Background: an optimization exercise with open tools, aiming at small area. Do not read the settings as production practice. Function was checked by simulation only, so behaviour that the tests miss may differ from the original. Power is estimated from default activity; no workload was simulated.

==> inputs of try-sierra <==
==> flow/design.v <==
module kce_codec (
    input  wire [3:0]  op,
    input  wire [7:0]  arg,
    input  wire [28:0] raw_id,
    input  wire [63:0] data,
    input  wire [15:0] fault,
    output wire        dec_known,
    output wire [63:0] res
);
    wire [12:0] t = raw_id[20:8];
    wire        t_hi  = (t[12:3] == 10'b10_0000_0000);
    assign dec_known  = t_hi && (t[2:0] != 3'd0) && (t[2:0] <= 3'd4);
    wire        dec_for_us = (raw_id[7:0] == 8'hAA);
    wire s_enc  = (op == 4'h1);
    wire s_dec  = (op == 4'h2);
    wire s_ctl  = (op == 4'h3);
    wire s_flt  = (op == 4'h7);
    wire s_dat  = op[2] & (op[1] ^ op[0]);      
    wire s_dat_hi = op[1] ^ op[0];
    wire s_ctl_hi = op[1] & op[0];
    wire [12:0] enc_t = {10'b10_0000_0000, arg[1] & arg[0], arg[1] ^ arg[0], ~arg[0]};
    wire [29:0] enc_id = {1'b1, 8'd0, enc_t, 8'hAA};
    wire [29:0] dec_res = {5'd0, t[2] | (t[1] & t[0]), ~t[0], dec_known, dec_for_us, t, raw_id[7:0]};
    wire [29:0] flt_res = {22'd0, fault[7:0]};
    wire [29:0] ctl_res = {5'd0, arg[4], 7'd0, arg[5], 7'd0, arg[6], 7'd0, arg[7]};
    genvar i;
    generate
        for (i = 0; i < 64; i = i + 1) begin : g_bit
            if (i >= 30) begin : g_hi
                if (i % 8 == 0) begin : g_flag
                    assign res[i] = (s_dat_hi & data[i]) | (s_ctl_hi & arg[(56 - i) / 8]);
                end else begin : g_plain
                    assign res[i] = s_dat_hi & data[i];
                end
            end else begin : g_lo
                assign res[i] = (s_dat & data[i]) | (s_enc & enc_id[i]) | (s_dec & dec_res[i]) |
                                (s_ctl & ctl_res[i]) | (s_flt & flt_res[i]);
            end
        end
    endgenerate
endmodule
module kce_seq (
    input  wire        clk,
    input  wire        rst,
    input  wire        start_q,
    input  wire        start_s,
    input  wire [31:0] start_timeout,
    input  wire        start_tdef,
    input  wire        cancel,
    input  wire        tick,
    input  wire        cu_send,      
    output wire        idle,
    output wire        tx_req,
    output wire        tx_qry,       
    output wire        tx_auto,      
    input  wire        tx_ready,
    input  wire        tx_err,
    output wire        rx_valid,
    output wire        rx_stream,
    input  wire        rx_ready,
    input  wire [1:0]  rx_kind,
    input  wire [28:0] rx_id,
    input  wire [3:0]  rx_len,
    input  wire [63:0] rx_data,
    output wire        done_valid,
    output wire [2:0]  done_code,
    output wire        done_pw_valid,
    output wire        done_dis_failed,
    output reg         sink_valid,
    output reg         snap_st_valid,
    output reg  [63:0] snap_st,
    output reg         snap_pw_valid,
    output reg  [63:0] snap_pw
);
    localparam [2:0] IDLE = 3'b000, Q_SEND = 3'b001, Q_RECV = 3'b010,
                     S_CHECK = 3'b100, S_ENABLE = 3'b101, S_RECV = 3'b110, S_DISABLE = 3'b111;
    reg [2:0]  phase;
    reg [31:0] remain;       
    reg        passed;       
    reg        no_limit;     
    reg        cancel_req;
    reg        qp_valid;
    assign idle      = (phase == IDLE);
    assign tx_req    = phase[0];
    assign tx_qry    = ~phase[2];
    assign tx_auto   = phase[2] & ~phase[1];
    assign rx_valid  = phase[1] & ~phase[0];
    assign rx_stream = phase[2];
    wire tx_done = tx_ready & phase[0];
    wire rx_done = rx_ready & rx_valid;
    wire rx_use     = rx_done && (rx_kind == 2'd1) && (rx_id[7:0] == 8'hAA) &&
                      (rx_len[3]) && (rx_id[20:11] == 10'b10_0000_0000);
    wire got_status = rx_use && (rx_id[10:8] == 3'd3);
    wire got_power  = rx_use && (rx_id[10:8] == 3'd4);
    wire rx_fail    = rx_kind[1];
    assign done_valid = (tx_done & (tx_err | phase[1])) |
                        (rx_done & (rx_fail | (~phase[2] & (got_status | passed))));
    assign done_code  = {1'b0,
                         ~phase[0] & ~rx_fail & ~got_status,
                         phase[0] ? ~phase[1] : rx_fail};
    assign done_pw_valid   = qp_valid;
    assign done_dis_failed = tx_err & phase[1] & phase[0];
    wire count = tick & (phase == Q_RECV) & ~passed & ~no_limit;
    always @(posedge clk) begin
        if (idle) begin
            remain   <= start_tdef ? 32'd1000 : start_timeout;
            no_limit <= ~start_tdef & (&start_timeout);
            passed   <= 1'b0;
        end else if (count) begin
            remain <= remain - 32'd1;
            if (remain == 32'd0) passed <= 1'b1;
        end
        if (got_status) snap_st <= rx_data;
        if (got_power)  snap_pw <= rx_data;
    end
    always @(posedge clk) begin
        if (rst) begin
            phase         <= IDLE;
            cancel_req    <= 1'b0;
            qp_valid      <= 1'b0;
            snap_st_valid <= 1'b0;
            snap_pw_valid <= 1'b0;
            sink_valid    <= 1'b0;
        end else begin
            sink_valid <= rx_done & phase[2] & (got_status | got_power);
            if (got_status) snap_st_valid <= 1'b1;
            if (got_power) begin
                snap_pw_valid <= 1'b1;
                qp_valid      <= 1'b1;
            end
            if (start_s)     cancel_req <= 1'b0;
            else if (cancel) cancel_req <= 1'b1;
            if (start_q) qp_valid <= 1'b0;
            case (phase)
                IDLE: begin
                    if (start_q)      phase <= Q_SEND;
                    else if (start_s) phase <= S_ENABLE;
                end
                Q_SEND:   if (tx_done) phase <= tx_err ? IDLE : Q_RECV;
                Q_RECV:   if (done_valid) phase <= IDLE;
                S_ENABLE: if (tx_done) phase <= tx_err ? IDLE : S_RECV;
                S_RECV:   if (rx_done) phase <= rx_fail ? IDLE : S_CHECK;
                S_CHECK: begin
                    if (!cancel_req)  phase <= S_RECV;
                    else if (!cu_send) phase <= S_DISABLE;
                end
                S_DISABLE: if (tx_done) phase <= IDLE;
                default: phase <= IDLE;
            endcase
        end
    end
endmodule
module kbot_can_engine (
    input  wire        clk,
    input  wire        rst,
    input  wire        cmd_valid,
    output wire        cmd_ready,
    input  wire [3:0]  cmd_op,
    input  wire [7:0]  cmd_arg,
    input  wire [28:0] cmd_id,
    input  wire [3:0]  cmd_len,
    input  wire [63:0] cmd_data,
    input  wire [15:0] cmd_fault,
    input  wire [31:0] cmd_timeout,
    input  wire        cmd_tdef,
    output reg         cpl_valid,
    output reg  [2:0]  cpl_code,
    output wire [63:0] cpl_res,
    output wire        open_valid,
    input  wire        open_ready,
    input  wire        open_err,
    output wire        tx_valid,
    output wire [28:0] tx_id,
    output wire [63:0] tx_data,
    input  wire        tx_ready,
    input  wire        tx_err,
    output wire        rx_valid,
    output wire [9:0]  rx_wait,
    input  wire        rx_ready,
    input  wire [1:0]  rx_kind,
    input  wire [28:0] rx_id,
    input  wire        rx_ide,
    input  wire [3:0]  rx_len,
    input  wire [63:0] rx_data,
    input  wire        tick,
    output wire        done_valid,
    output wire [2:0]  done_code,
    output wire [63:0] done_st,
    output wire        done_pw_valid,
    output wire [63:0] done_pw,
    output wire        done_dis_failed,
    output wire        sink_valid,
    output wire        sink_st_valid,
    output wire [63:0] sink_st,
    output wire        sink_pw_valid,
    output wire [63:0] sink_pw
);
    localparam [3:0] OP_CONNECT = 4'h8, OP_SENDCTL = 4'h9, OP_SENDQRY = 4'hA,
                     OP_QRYSTS = 4'hB, OP_STREAM = 4'hC, OP_CANCEL = 4'hD;
    localparam [2:0] C_OK = 3'd0, C_TERR = 3'd1, C_DECLEN = 3'd3, C_UNREC = 3'd4,
                     C_BUSY = 3'd5, C_ILLEGAL = 3'd6;
    localparam [1:0] CU_IDLE = 2'b00, CU_OPEN = 2'b01, CU_SCTL = 2'b10, CU_SQRY = 2'b11;
    reg [1:0] cu_state;
    reg       connected;
    reg [7:0] snd_flags;     
    wire cu_idle = (cu_state == CU_IDLE);
    wire cu_send = cu_state[1];
    wire cmd_fire = cmd_valid & cu_idle;
    assign cmd_ready = cu_idle;
    assign open_valid = (cu_state == CU_OPEN);
    wire dec_known;
    kce_codec u_codec (
        .op(cmd_op), .arg(cmd_arg), .raw_id(cmd_id), .data(cmd_data), .fault(cmd_fault),
        .dec_known(dec_known), .res(cpl_res)
    );
    wire seq_idle, seq_tx_req, seq_tx_qry, seq_tx_auto, rx_stream;
    wire start_q = cmd_fire && cmd_op == OP_QRYSTS && seq_idle && connected;
    wire start_s = cmd_fire && cmd_op == OP_STREAM && seq_idle && connected;
    wire cancel  = cmd_fire && cmd_op == OP_CANCEL;
    kce_seq u_seq (
        .clk(clk), .rst(rst),
        .start_q(start_q), .start_s(start_s),
        .start_timeout(cmd_timeout), .start_tdef(cmd_tdef),
        .cancel(cancel), .tick(tick), .cu_send(cu_send),
        .idle(seq_idle),
        .tx_req(seq_tx_req), .tx_qry(seq_tx_qry), .tx_auto(seq_tx_auto),
        .tx_ready(tx_ready), .tx_err(tx_err),
        .rx_valid(rx_valid), .rx_stream(rx_stream), .rx_ready(rx_ready),
        .rx_kind(rx_kind), .rx_id(rx_id), .rx_len(rx_len), .rx_data(rx_data),
        .done_valid(done_valid), .done_code(done_code),
        .done_pw_valid(done_pw_valid), .done_dis_failed(done_dis_failed),
        .sink_valid(sink_valid),
        .snap_st_valid(sink_st_valid), .snap_st(sink_st),
        .snap_pw_valid(sink_pw_valid), .snap_pw(sink_pw)
    );
    assign done_st = rx_data;
    assign done_pw = sink_pw;
    assign rx_wait = rx_stream ? 10'd500 : 10'd100;
    wire cu_tx_on = cu_send & ~seq_tx_req;
    wire tx_qry   = seq_tx_req ? seq_tx_qry : cu_state[0];
    wire [7:0] tx_flags = seq_tx_req ? {1'b0, seq_tx_auto, 6'd0} : (snd_flags & {8{~cu_state[0]}});
    assign tx_valid = cu_send | seq_tx_req;
    assign tx_id    = {8'd0, 11'b1_0000_0000_00, tx_qry, ~tx_qry, 8'hAA};
    assign tx_data  = {7'd0, tx_flags[0], 7'd0, tx_flags[1], 7'd0, tx_flags[2], 7'd0, tx_flags[3],
                       7'd0, tx_flags[4], 7'd0, tx_flags[5], 7'd0, tx_flags[6], 7'd0, tx_flags[7]};
    always @(*) begin
        cpl_valid = 1'b0;
        cpl_code  = C_OK;
        if (cu_state == CU_OPEN) begin
            cpl_valid = open_ready;
            cpl_code  = open_err ? C_TERR : C_OK;
        end else if (cu_send) begin
            cpl_valid = cu_tx_on & tx_ready;
            cpl_code  = tx_err ? C_TERR : C_OK;
        end else begin
            case (cmd_op)
                OP_CONNECT: begin
                    cpl_valid = cmd_valid & ~seq_idle;
                    cpl_code  = C_BUSY;
                end
                OP_SENDCTL, OP_SENDQRY: begin
                    cpl_valid = cmd_valid & ~connected;
                    cpl_code  = C_TERR;
                end
                OP_QRYSTS, OP_STREAM: begin
                    cpl_valid = cmd_valid & ~(seq_idle & connected);
                    cpl_code  = seq_idle ? C_TERR : C_BUSY;
                end
                OP_CANCEL: ;
                4'h0, 4'hE, 4'hF: begin
                    cpl_valid = cmd_valid;
                    cpl_code  = C_ILLEGAL;
                end
                4'h2: begin
                    cpl_valid = cmd_valid;
                    cpl_code  = dec_known ? C_OK : C_UNREC;
                end
                4'h5, 4'h6: begin
                    cpl_valid = cmd_valid;
                    cpl_code  = cmd_len[3] ? C_OK : C_DECLEN;
                end
                default: begin
                    cpl_valid = cmd_valid;
                    cpl_code  = C_OK;
                end
            endcase
        end
    end
    always @(posedge clk) begin
        if (cu_idle) snd_flags <= cmd_arg;
    end
    always @(posedge clk) begin
        if (rst) begin
            cu_state  <= CU_IDLE;
            connected <= 1'b0;
        end else begin
            case (cu_state)
                CU_IDLE: begin
                    if (cmd_valid) begin
                        if (cmd_op == OP_CONNECT && seq_idle)
                            cu_state <= CU_OPEN;
                        else if ((cmd_op == OP_SENDCTL || cmd_op == OP_SENDQRY) && connected)
                            cu_state <= {1'b1, cmd_op[1]};
                    end
                end
                CU_OPEN: begin
                    if (open_ready) begin
                        if (!open_err) connected <= 1'b1;
                        cu_state <= CU_IDLE;
                    end
                end
                default: begin
                    if (cu_tx_on && tx_ready) cu_state <= CU_IDLE;
                end
            endcase
        end
    end
endmodule
==> flow/flow/run.sh <==
#!/bin/bash
# The standard layout, with every port buffered by the smallest buffer
# (sky130_fd_sc_hd__buf_1) instead of the resizer's default choice.
set -euo pipefail
export BUFFER_PORTS_ARGS="-buffer_cell sky130_fd_sc_hd__buf_1"
bash standard.sh finish > standard.log 2>&1
==> flow/standard.sh <==
#!/bin/bash
# synth_recipe.tcl (not shown) runs the flow's synth.tcl, then flattens the netlist and writes it again
# the make line also repeats each setting of config.mk as NAME=value (left out here)
make -C /OpenROAD-flow-scripts/flow DESIGN_CONFIG=/design/flow/config.mk WORK_HOME=/design/flow/orfs CLKGATE_MAP_FILE= SYNTH_SCRIPT=/design/flow/synth_recipe.tcl "${@:-finish}"
==> flow/config.mk <==
export PLATFORM = sky130hd
export DESIGN_NAME = kbot_can_engine
export DESIGN_NICKNAME = kbot_can_engine
export VERILOG_FILES = /design/flow/design.v
export SDC_FILE = /design/flow/constraint.sdc
export NUM_CORES = 4
export LEC_CHECK = 0
export CAP_MARGIN = 20
export CORE_AREA = 5 5 255 255
export DIE_AREA = 0 0 260 260
export SLEW_MARGIN = 20
==> flow/constraint.sdc <==
create_clock -name core_clock -period 10.0 [get_ports {clk}]
set_input_delay 2.0000 -clock core_clock [delete_from_list [all_inputs] [get_ports {clk}]]
set_output_delay 2.0000 -clock core_clock [all_outputs]
set_load 0.01 [all_outputs]
==> try-onyx (differences from try-sierra) <==
--- a/flow/design.v
+++ b/flow/design.v
@@ -78,5 +78,4 @@
     reg [31:0] remain;       
     reg        passed;       
-    reg        no_limit;     
     reg        cancel_req;
     reg        qp_valid;
@@ -101,14 +100,17 @@
     assign done_pw_valid   = qp_valid;
     assign done_dis_failed = tx_err & phase[1] & phase[0];
-    wire count = tick & (phase == Q_RECV) & ~passed & ~no_limit;
-    always @(posedge clk) begin
-        if (idle) begin
-            remain   <= start_tdef ? 32'd1000 : start_timeout;
-            no_limit <= ~start_tdef & (&start_timeout);
-            passed   <= 1'b0;
-        end else if (count) begin
-            remain <= remain - 32'd1;
-            if (remain == 32'd0) passed <= 1'b1;
+    wire        count = tick & (phase == Q_RECV) & ~passed & ~(&remain);
+    wire [32:0] low_set;
+    assign low_set[0] = 1'b0;
+    genvar i;
+    generate
+        for (i = 0; i < 32; i = i + 1) begin : g_borrow
+            assign low_set[i + 1] = low_set[i] | remain[i];
         end
+    endgenerate
+    wire [31:0] flip = {32{count}} & ~low_set[31:0];
+    always @(posedge clk) begin
+        remain <= idle ? (start_tdef ? 32'd1000 : start_timeout) : (remain ^ flip);
+        passed <= ~idle & (passed | (count & ~low_set[32]));
         if (got_status) snap_st <= rx_data;
         if (got_power)  snap_pw <= rx_data;
==> flow/flow/run.sh (replaced) <==
#!/bin/bash
# The standard layout, with every port buffered by the smallest buffer
# (sky130_fd_sc_hd__buf_1), a clock tree of clkbuf_8 without dummy loads,
# and neighbouring constant outputs sharing tie cells (flow/share_ties.tcl).
set -euo pipefail
export BUFFER_PORTS_ARGS="-buffer_cell sky130_fd_sc_hd__buf_1"
export CTS_ARGS="-sink_clustering_enable -repair_clock_nets -sink_clustering_size 8 -buf_list sky130_fd_sc_hd__clkbuf_8 -dont_use_dummy_load"
export PRE_GLOBAL_PLACE_TCL="$PWD/flow/share_ties.tcl"
bash standard.sh finish > standard.log 2>&1
==> flow/flow/share_ties.tcl (new file) <==
# PRE GLOBAL_PLACE hook: after the pins are placed, let one tie cell drive a
# run of neighbouring constant output ports of the same value, instead of
# one tie cell per port. Only ties whose net drives nothing but one port
# are merged. The yosys buffers between ties and ports are removed first,
# as global placement does next anyway.
remove_buffers
set block [ord::get_db_block]
set die [$block getDieArea]
set W [expr {[$die xMax] - [$die xMin]}]
set H [expr {[$die yMax] - [$die yMin]}]
set max_gap [expr {int([env_var_or_empty SHARE_TIES_GAP_UM] eq "" ? 20 : [env_var_or_empty SHARE_TIES_GAP_UM]) * [$block getDbUnitsPerMicron]}]
set max_group [expr {[env_var_or_empty SHARE_TIES_GROUP] eq "" ? 8 : [env_var_or_empty SHARE_TIES_GROUP]}]

# position of a point along the die's edge, counter-clockwise from (0, 0)
proc edge_pos { x y W H } {
  if { $y == 0 } { return $x }
  if { $x == $W } { return [expr {$W + $y}] }
  if { $y == $H } { return [expr {$W + $H + ($W - $x)}] }
  return [expr {2 * $W + $H + ($H - $y)}]
}

set cand(HI) {}
set cand(LO) {}
foreach inst [$block getInsts] {
  if { [[$inst getMaster] getName] ne "sky130_fd_sc_hd__conb_1" } { continue }
  set used {}
  foreach port {HI LO} {
    set it [$inst findITerm $port]
    set net [$it getNet]
    if { $net ne "NULL" } { lappend used [list $port $net] }
  }
  if { [llength $used] != 1 } { continue }
  lassign [lindex $used 0] port net
  if { [llength [$net getITerms]] != 1 } { continue }
  set bterms [$net getBTerms]
  if { [llength $bterms] != 1 } { continue }
  set bt [lindex $bterms 0]
  set bpin [lindex [$bt getBPins] 0]
  set box [$bpin getBBox]
  set x [expr {([$box xMin] + [$box xMax]) / 2}]
  set y [expr {([$box yMin] + [$box yMax]) / 2}]
  # snap to the edge the pin sits on
  if { [$box xMin] <= 0 } { set x 0 } elseif { [$box xMax] >= $W } { set x $W }
  if { [$box yMin] <= 0 } { set y 0 } elseif { [$box yMax] >= $H } { set y $H }
  lappend cand($port) [list [edge_pos $x $y $W $H] $inst $net $bt]
}

puts "cand HI [llength $cand(HI)] LO [llength $cand(LO)] gap $max_gap group $max_group"
set removed 0
foreach port {HI LO} {
  set lst [lsort -integer -index 0 $cand($port)]
  set keep ""
  set last -1
  set n 0
  foreach c $lst {
    lassign $c pos inst net bt
    if { $keep ne "" && $pos - $last <= $max_gap && $n < $max_group } {
      $bt disconnect
      $bt connect $keep
      odb::dbInst_destroy $inst
      odb::dbNet_destroy $net
      incr removed
      incr n
    } else {
      set keep $net
      set n 1
    }
    set last $pos
  }
}
puts "share_ties: removed $removed tie cells"
==> qor summary <==
Register-to-register setup slack: try-onyx 6.84 ns; try-sierra 6.49 ns
Drt initial violations: try-onyx 475; try-sierra 512
Run status: try-onyx no timing/DRC/antenna violations; try-sierra no timing/DRC/antenna violations
Static Leak: try-onyx 3.39 nW; try-sierra 3.90 nW
Switching power: try-onyx 0.000688 W; try-sierra 0.000801 W
Standard cell with the maximum stage delay on the critical path: try-onyx nor4bb_1; try-sierra buf_1
Peak VDD IR: try-onyx 0.0000843 V; try-sierra 0.000119 V
Met3 Wirelength: try-onyx 4330 um; try-sierra 3740 um
Clock distribution power: try-onyx 0.000396 W; try-sierra 0.000731 W
Power in sequential cells: try-onyx 0.000975 W; try-sierra 0.00102 W
Largest fanout on the critical path: try-onyx 23; try-sierra 15
Share of the synthesized area in compound gates (AO/OA/AOI/OAI): try-onyx 0.0951; try-sierra 0.0811
Post-Syn Area: try-onyx 0.00933 mm^2; try-sierra 0.00969 mm^2
Number of instances in the synthesized netlist: try-onyx 857; try-sierra 863
Parity-gate share of the synthesized area counting xor and xnor cells: try-onyx 0.0160; try-sierra 0.0253
Worst Setup Slack post-DPL: try-onyx 3.47 ns; try-sierra 3.65 ns
Top cell type's share of synthesized area: try-onyx 0.438; try-sierra 0.523
Combinational cell fraction of total power: try-onyx 0.288; try-sierra 0.229
Global routing met1 resource utilization: try-onyx 0.133; try-sierra 0.148
Maximum number of pins on one net before global-route repair: try-onyx 58; try-sierra 57
Origin of the worst min-delay path: try-onyx u_seq.snap_st_valid; try-sierra u_seq.snap_pw_valid
Part of the power in registers: try-onyx 0.507; try-sierra 0.450

static timing again, ports no longer ideal:
No port has a modelled driver above. Below, the same layouts with a new extraction and two added sets of constraints. Step 1, drivers: a clkbuf_16 drives clk and a buf_2 each remaining input, both assumed. Step 2 also shifts input and output timing later by t, the mid clock arrival at the registers, as if the neighbouring blocks saw the same clock. Slacks: ideal ports / drivers / drivers and shift; pairs: ideal ports / drivers.
| run | t (ns) | slack for setup (ns) | slew at the worst register clock pin (ns) |
|---|---|---|---|
| try-sierra | 0.536 | 3.710 / 3.681 / 3.681 | 0.09 / 0.09 |
| try-onyx | 0.528 | 3.475 / 3.437 / 3.437 | 0.11 / 0.11 |
After both steps every run listed still meets setup and hold. The setup slack of try-onyx, which loses most, moves by -0.038 ns with the drivers and by -0.038 ns with both steps.
